Source: an optimization exercise on an open RTL-to-GDS flow (aim: small area, a short achievable clock period and few clock cycles). Production flows keep margins and buffers that such runs may drop.
The RTL was checked by simulation tests, not by an equivalence proof against the original design.
Power and IR drop assume default switching activity.

==> flow/design.v <==
module lzw_encoder (
    input  wire       clk,
    input  wire       rst,
    input  wire       in_valid,
    output wire       in_ready,
    input  wire [7:0] in_data,
    input  wire       in_last,
    output wire       out_valid,
    input  wire       out_ready,
    output wire [7:0] out_data,
    output wire       out_last,
    output reg        done,
    output reg        err,
    output reg  [8:0] tok_count,
    output reg  [9:0] next_code
);
    localparam DICT_CAP = 384;
    localparam NENT     = DICT_CAP - 256;    
    localparam QD       = 2;                 
    localparam QW       = 1;                 
    reg       h_v, h_l, s_v, s_l;
    reg [7:0] h_d, s_d;
    assign in_ready = !s_v;
    wire in_fire = in_valid && !s_v;
    reg [8:0] pfx [0:NENT-1];    
    reg [7:0] byt [0:NENT-1];
    reg [7:0] ncnt;              
    reg [8:0] cur;               
    reg       have_cur;          
    reg       pend;              
    reg       drain;             
    reg [8:0]    q_code [0:QD-1];
    reg          q_last [0:QD-1];
    reg          q_err  [0:QD-1];
    reg [QW-1:0] q_wp, q_rp;
    reg [QW:0]   q_cnt;
    reg          q_full;         
    reg       hit;
    reg [6:0] hit_idx;
    integer   i;
    always @(*) begin
        hit     = 1'b0;
        hit_idx = 7'd0;
        for (i = 0; i < NENT; i = i + 1) begin
            if ((i < ncnt) && pfx[i] == cur && byt[i] == h_d) begin
                hit     = 1'b1;
                hit_idx = hit_idx | i[6:0];
            end
        end
    end
    wire full = ncnt[7];                        
    wire go   = h_v && !pend && !q_full;        
    wire look = go && !drain && have_cur;       
    wire miss_push = look && !hit;
    wire pend_push = pend && !q_full;
    wire push = pend_push || miss_push;
    wire push_last = pend || full;
    wire push_err  = !pend && full;
    wire pop;    
    always @(posedge clk) begin
        if (!full) begin
            pfx[ncnt[6:0]] <= cur;
            byt[ncnt[6:0]] <= h_d;
        end
        if (!q_full) begin
            q_code[q_wp] <= cur;
            q_last[q_wp] <= push_last;
            q_err[q_wp]  <= push_err;
        end
    end
    wire [QW:0] q_inc = q_cnt + 1'b1;
    wire [QW:0] q_dec = q_cnt - 1'b1;
    wire        q_nf  = (q_cnt == QD - 1);
    always @(posedge clk) begin
        if (rst) begin
            h_v <= 1'b0; s_v <= 1'b0;
            have_cur <= 1'b0; pend <= 1'b0; drain <= 1'b0;
            ncnt <= 8'd0;
            q_wp <= {QW{1'b0}}; q_rp <= {QW{1'b0}};
            q_cnt <= {(QW+1){1'b0}}; q_full <= 1'b0;
        end else begin
            if (go) begin
                if (s_v) begin
                    h_v <= 1'b1; h_d <= s_d; h_l <= s_l;
                    s_v <= 1'b0;
                end else begin
                    h_v <= in_fire; h_d <= in_data; h_l <= in_last;
                end
            end else if (!h_v) begin
                h_v <= in_fire; h_d <= in_data; h_l <= in_last;
            end else if (in_fire) begin
                s_v <= 1'b1; s_d <= in_data; s_l <= in_last;
            end
            if (pend) begin
                if (!q_full) pend <= 1'b0;
            end else if (go) begin
                if (drain) begin
                    if (h_l) drain <= 1'b0;
                end else begin
                    cur <= (have_cur && hit) ? {2'b10, hit_idx} : {1'b0, h_d};
                    if (!have_cur) begin
                        ncnt <= 8'd0;
                        if (h_l) pend <= 1'b1;
                        else     have_cur <= 1'b1;
                    end else if (hit) begin
                        if (h_l) begin pend <= 1'b1; have_cur <= 1'b0; end
                    end else if (full) begin
                        have_cur <= 1'b0;
                        if (!h_l) drain <= 1'b1;
                    end else begin
                        ncnt <= ncnt + 8'd1;
                        if (h_l) begin pend <= 1'b1; have_cur <= 1'b0; end
                    end
                end
            end
            if (push) q_wp <= q_wp + 1'b1;
            if (pop)  q_rp <= q_rp + 1'b1;
            if (push && !pop) begin
                q_cnt  <= q_inc;
                q_full <= q_nf;
            end else if (pop && !push) begin
                q_cnt  <= q_dec;
                q_full <= 1'b0;
            end
        end
    end
    reg       a_v, a_l, a_e;
    reg [8:0] a_code;
    wire      a_take;            
    assign pop = (q_cnt != 0) && (!a_v || a_take);
    always @(posedge clk) begin
        if (rst) begin
            a_v <= 1'b0;
        end else if (!a_v || a_take) begin
            a_v    <= (q_cnt != 0);
            a_code <= q_code[q_rp];
            a_l    <= q_last[q_rp];
            a_e    <= q_err[q_rp];
        end
    end
    wire [3:0] c2 = a_code / 100;
    wire [3:0] c1 = (a_code / 10) % 10;
    wire [3:0] c0 = a_code % 10;
    reg [15:0] csym;
    reg [2:0]  clen;
    always @(*) begin
        if (a_code >= 9'd100) begin
            csym = {c2, c1, c0, 4'hC}; clen = 3'd4;
        end else if (a_code >= 9'd10) begin
            csym = {c1, c0, 4'hC, 4'hC}; clen = 3'd3;
        end else begin
            csym = {c0, 4'hC, 4'hC, 4'hC}; clen = 3'd2;
        end
        if (a_l) clen = clen - 3'd1;
    end
    reg        c_v, c_l, c_e;
    reg [15:0] c_sym;
    reg [2:0]  c_len;
    wire       c_take;           
    assign a_take = a_v && (!c_v || c_take);
    always @(posedge clk) begin
        if (rst) begin
            c_v <= 1'b0;
        end else if (!c_v || c_take) begin
            c_v <= a_v;
            c_sym <= csym; c_len <= clen; c_l <= a_l; c_e <= a_e;
        end
    end
    reg        ov, ol;
    reg [7:0]  ob;
    reg [11:0] t_sym;        
    reg [1:0]  t_cnt;
    reg        t_last, t_err;
    reg [8:0]  ctok;         
    reg        newmsg;       
    reg        dwait;        
    assign out_valid = ov;
    assign out_data  = ob;
    assign out_last  = ol;
    wire adv = !ov || out_ready;
    wire blk = (ov && ol) || dwait;
    assign c_take = adv && !blk && (t_cnt == 2'd0) && c_v;
    wire last_fire = ov && out_ready && ol;
    function [7:0] symbyte(input [3:0] s);
        symbyte = {3'b001, s != 4'hC, s};
    endfunction
    always @(posedge clk) begin
        if (rst) begin
            ov <= 1'b0; ol <= 1'b0; t_cnt <= 2'd0;
            newmsg <= 1'b1; ctok <= 9'd0; dwait <= 1'b0;
            done <= 1'b0;
        end else begin
            if (adv) begin
                if (blk) begin
                    ov <= 1'b0;
                end else if (t_cnt != 2'd0) begin
                    ov    <= 1'b1;
                    ob    <= symbyte(t_sym[11:8]);
                    ol    <= t_last && (t_cnt == 2'd1);
                    t_sym <= {t_sym[7:0], 4'h0};
                    t_cnt <= t_cnt - 2'd1;
                end else if (c_v) begin
                    ov     <= 1'b1;
                    ob     <= symbyte(c_sym[15:12]);
                    ol     <= c_l && (c_len == 3'd1);
                    t_sym  <= c_sym[11:0];
                    t_cnt  <= c_len[1:0] - 2'd1;
                    t_last <= c_l;
                    t_err  <= c_e;
                    newmsg <= c_l;
                    ctok   <= newmsg ? 9'd1 : ctok + 9'd1;
                end else begin
                    ov <= 1'b0;
                end
            end
            done <= 1'b0;
            if (last_fire) begin
                err       <= t_err;
                tok_count <= ctok;
                next_code <= {1'b0, ctok} + 10'd255;
                if (t_err && drain) dwait <= 1'b1;
                else                done  <= 1'b1;
            end else if (dwait && !drain) begin
                dwait <= 1'b0;
                done  <= 1'b1;
            end
        end
    end
endmodule
==> flow/config.mk <==
export PLATFORM = sky130hd
export DESIGN_NAME = lzw_encoder
export DESIGN_NICKNAME = lzw_encoder
export VERILOG_FILES = /design/flow/design.v
export SDC_FILE = /design/flow/constraint.sdc
export NUM_CORES = 4
export LEC_CHECK = 0
export ABC_CLOCK_PERIOD_IN_PS = 5000
export CAP_MARGIN = 20
export CORE_MARGIN = 2
export CORE_UTILIZATION = 40
export SETUP_SLACK_MARGIN = 5
export SLEW_MARGIN = 20
==> flow/constraint.sdc <==
create_clock -name core_clock -period 10.0 [get_ports {clk}]
set_input_delay 2.0000 -clock core_clock [delete_from_list [all_inputs] [get_ports {clk}]]
set_output_delay 2.0000 -clock core_clock [all_outputs]
set_load 0.01 [all_outputs]
run.sh (not shown) runs the stock make flow with config.mk's settings and CLKGATE_MAP_FILE= SYNTH_SCRIPT=/design/flow/synth_recipe.tcl, a recipe that flattens the netlist after the stock synthesis.
The first run finished clean.
Testbench counts at the start, summed over its fixed seeds: cycles 146,031.
Rerun with:
--- a/flow/design.v
+++ b/flow/design.v
@@ -16,8 +16,8 @@
 );
     localparam DICT_CAP = 384;
     localparam NENT     = DICT_CAP - 256;    
-    localparam QD       = 2;                 
-    localparam QW       = 1;                 
+    localparam QD       = 4;                 
+    localparam QW       = 2;                 
     reg       h_v, h_l, s_v, s_l;
     reg [7:0] h_d, s_d;
     assign in_ready = !s_v;
@@ -58,11 +58,11 @@
     wire push_err  = !pend && full;
     wire pop;    
     always @(posedge clk) begin
-        if (!full) begin
+        if (look && !full) begin
             pfx[ncnt[6:0]] <= cur;
             byt[ncnt[6:0]] <= h_d;
         end
-        if (!q_full) begin
+        if (pend_push || look) begin
             q_code[q_wp] <= cur;
             q_last[q_wp] <= push_last;
             q_err[q_wp]  <= push_err;
What happened: The changed run completed without violations. Die area came out higher slightly. Maximum frequency came out higher slightly. Worst setup slack improves by 0.020 ns. Design area came out higher by a few percent. Clock power came out lower slightly. Total power came out higher by a few percent. Via count came out higher by a few percent. Clock-buffer cell count came out higher by 14. Global-route usage came out higher by 1.5 points. Register-to-register slack improves by 0.02 ns. Synthesized area came out higher slightly. Sequential power stays flat.
Testbench counts after the change, summed over its fixed seeds: cycles 145,037.

Another version of the RTL of lzw_encoder (not shown whole).
Size: about 2500 flip-flops, about 45 I/O pins, ~100000 um2 of cells after synthesis.
## lzw_encoder
module lzw_encoder (
    input  wire       clk,
    input  wire       rst,
    input  wire       in_valid,
    output wire       in_ready,
    input  wire [7:0] in_data,
    input  wire       in_last,
    output wire       out_valid,
    input  wire       out_ready,
    output wire [7:0] out_data,
    output wire       out_last,
    output reg        done,
    output reg        err,
    output reg  [8:0] tok_count,
    output reg  [9:0] next_code
);
Settings: LEC_CHECK=0, CAP_MARGIN=20, CORE_MARGIN=2, CORE_UTILIZATION=40, CTS_BUF_LIST=sky130_fd_sc_hd__clkbuf_16, CTS_CLUSTER_DIAMETER=80, CTS_CLUSTER_SIZE=24, SLEW_MARGIN=20, SETUP_SLACK_MARGIN=6.5; clock period 10.0 ns.
standard.sh (not shown) runs the stock make flow with config.mk's settings and CLKGATE_MAP_FILE= SYNTH_SCRIPT=/design/flow/synth_recipe.tcl, a recipe that flattens the netlist after the stock synthesis.
==> flow/flow/run.sh <==
#!/bin/bash
set -euo pipefail
MARGIN=$(cat flow/margin.txt)
grep -v '^export SETUP_SLACK_MARGIN' config.mk > config.mk.new
echo "export SETUP_SLACK_MARGIN = ${MARGIN}" >> config.mk.new
mv config.mk.new config.mk
bash standard.sh > standard.log 2>&1
==> flow/flow/margin.txt <==
6.5
Testbench counts at the start, summed over its fixed seeds: cycles 146,039.
Rerun with:
--- a/flow/design.v
+++ b/flow/design.v
@@ -22,61 +22,54 @@
     reg [7:0] h_d, n_d, s_d;
     assign in_ready = !s_v;
     wire in_fire = in_valid && !s_v;
     reg [8:0] pfx [0:NENT-1];    
     reg [7:0] byt [0:NENT-1];
     reg [7:0] ncnt;              
     reg [NENT-1:0] be;           
     reg       be_ok;             
     reg       nm;                
     reg [6:0] nm_idx;            
     reg [8:0] cur;               
-    reg [8:0] cur_n;             
     reg       have_cur;          
     reg       pend;              
     reg       drain;             
     reg [8:0]    q_code [0:QD-1];
     reg          q_last [0:QD-1];
     reg          q_err  [0:QD-1];
     reg [QW-1:0] q_wp, q_rp;
     reg [QW:0]   q_cnt;
     reg          q_full;         
     reg       hit;
     reg [6:0] hit_idx;
     integer   i;
     always @(*) begin
         hit     = nm;
         hit_idx = nm ? nm_idx : 7'd0;
         for (i = 0; i < NENT; i = i + 1) begin
-            if (be[i] && pfx[i] == (i < NENT / 2 ? cur : ~cur_n)) begin
+            if (be[i] && pfx[i] == cur) begin
                 hit     = 1'b1;
                 hit_idx = hit_idx | i[6:0];
             end
         end
     end
     wire full = ncnt[7];                        
     wire go   = h_v && !pend && !q_full &&      
                 (be_ok || drain || !have_cur);
     wire look = go && !drain && have_cur;       
     wire miss_push = look && !hit;
     wire pend_push = pend && !q_full;
     wire push = pend_push || miss_push;
     wire push_last = pend || full;
     wire push_err  = !pend && full;
     wire pop;    
-    wire       cur_ld = go && !pend && !drain;
-    wire [8:0] cur_x  = (have_cur && hit) ? {2'b10, hit_idx} : {1'b0, h_d};
-    always @(posedge clk) begin
-        cur   <= cur_ld ?  cur_x : ~cur_n;
-        cur_n <= cur_ld ? ~cur_x : ~cur;
-    end
     wire [7:0] nh    = go ? n_d : h_d;
     wire       nh_ok = go ? n_v : h_v;
     reg [NENT-1:0] be_nx;
     always @(*) begin
         for (i = 0; i < NENT; i = i + 1)
             be_nx[i] = (i < ncnt) && byt[i] == nh;
     end
     wire nm_nx = look && !hit && !full && (cur == {1'b0, h_d}) && (nh == h_d);
     always @(posedge clk) begin
         if (!full) begin
             pfx[ncnt[6:0]] <= cur;
@@ -117,22 +110,23 @@
             end else if (in_fire) begin
                 s_v <= 1'b1; s_d <= in_data; s_l <= in_last;
             end
             be_ok <= nh_ok;
             nm    <= nm_nx;
             if (pend) begin
                 if (!q_full) pend <= 1'b0;
             end else if (go) begin
                 if (drain) begin
                     if (h_l) drain <= 1'b0;
                 end else begin
+                    cur <= (have_cur && hit) ? {2'b10, hit_idx} : {1'b0, h_d};
                     if (!have_cur) begin
                         if (h_l) pend <= 1'b1;
                         else     have_cur <= 1'b1;
                     end else if (hit) begin
                         if (h_l) begin pend <= 1'b1; have_cur <= 1'b0; ncnt <= 8'd0; end
                     end else if (full) begin
                         have_cur <= 1'b0;
                         ncnt <= 8'd0;
                         if (!h_l) drain <= 1'b1;
                     end else begin
                         if (h_l) begin pend <= 1'b1; have_cur <= 1'b0; ncnt <= 8'd0; end
Outcome: The changed run produced a clean layout; clock-buffer cell count stays the same; global-route usage climbs by 0.59 points; via count hardly moves; register-to-register slack loses 0.31 ns; wire length climbs slightly; sequential cell count is lower by 9; clock power went down slightly; die area stays flat.
Testbench counts after the change, summed over its fixed seeds: cycles 146,039.

-- afterwards: timing with drivers on the ports --
The results above use ideal ports. As a check the final layouts listed here were re-extracted and re-timed, cells and wires unchanged. Step 1 assumes that a clkbuf_16 drives the clock port and a buf_2 every other input. Step 2 also shifts input and output timing later by t, the mid clock arrival at the registers, as if the neighbouring blocks saw the same clock. Slacks: no drivers / after step 1 / after step 2; pairs: no drivers / after step 1.
run	t, ns	slack for setup (ns)	worst hold slack (ns)	latest minus earliest clock arrival (ns)	pins driven straight from the clock port
the first run of note 1	0.988	5.035 / 5.035 / 5.035	0.419 / 0.419 / 0.419	0.066 / 0.066	1
the second run of note 1	0.982	5.054 / 5.054 / 5.054	0.420 / 0.420 / 0.420	0.062 / 0.062	1
the first run of note 2	0.925	6.433 / 6.433 / 5.759	0.428 / 0.428 / 0.428	0.053 / 0.053	1
the second run of note 2	0.944	6.126 / 6.126 / 5.556	0.438 / 0.438 / 0.438	0.048 / 0.047	1
After both steps setup and hold are still met in every run listed. The setup slack of the first run of note 2, which loses most, moves by 0.000 ns with the drivers and by -0.674 ns with both steps.
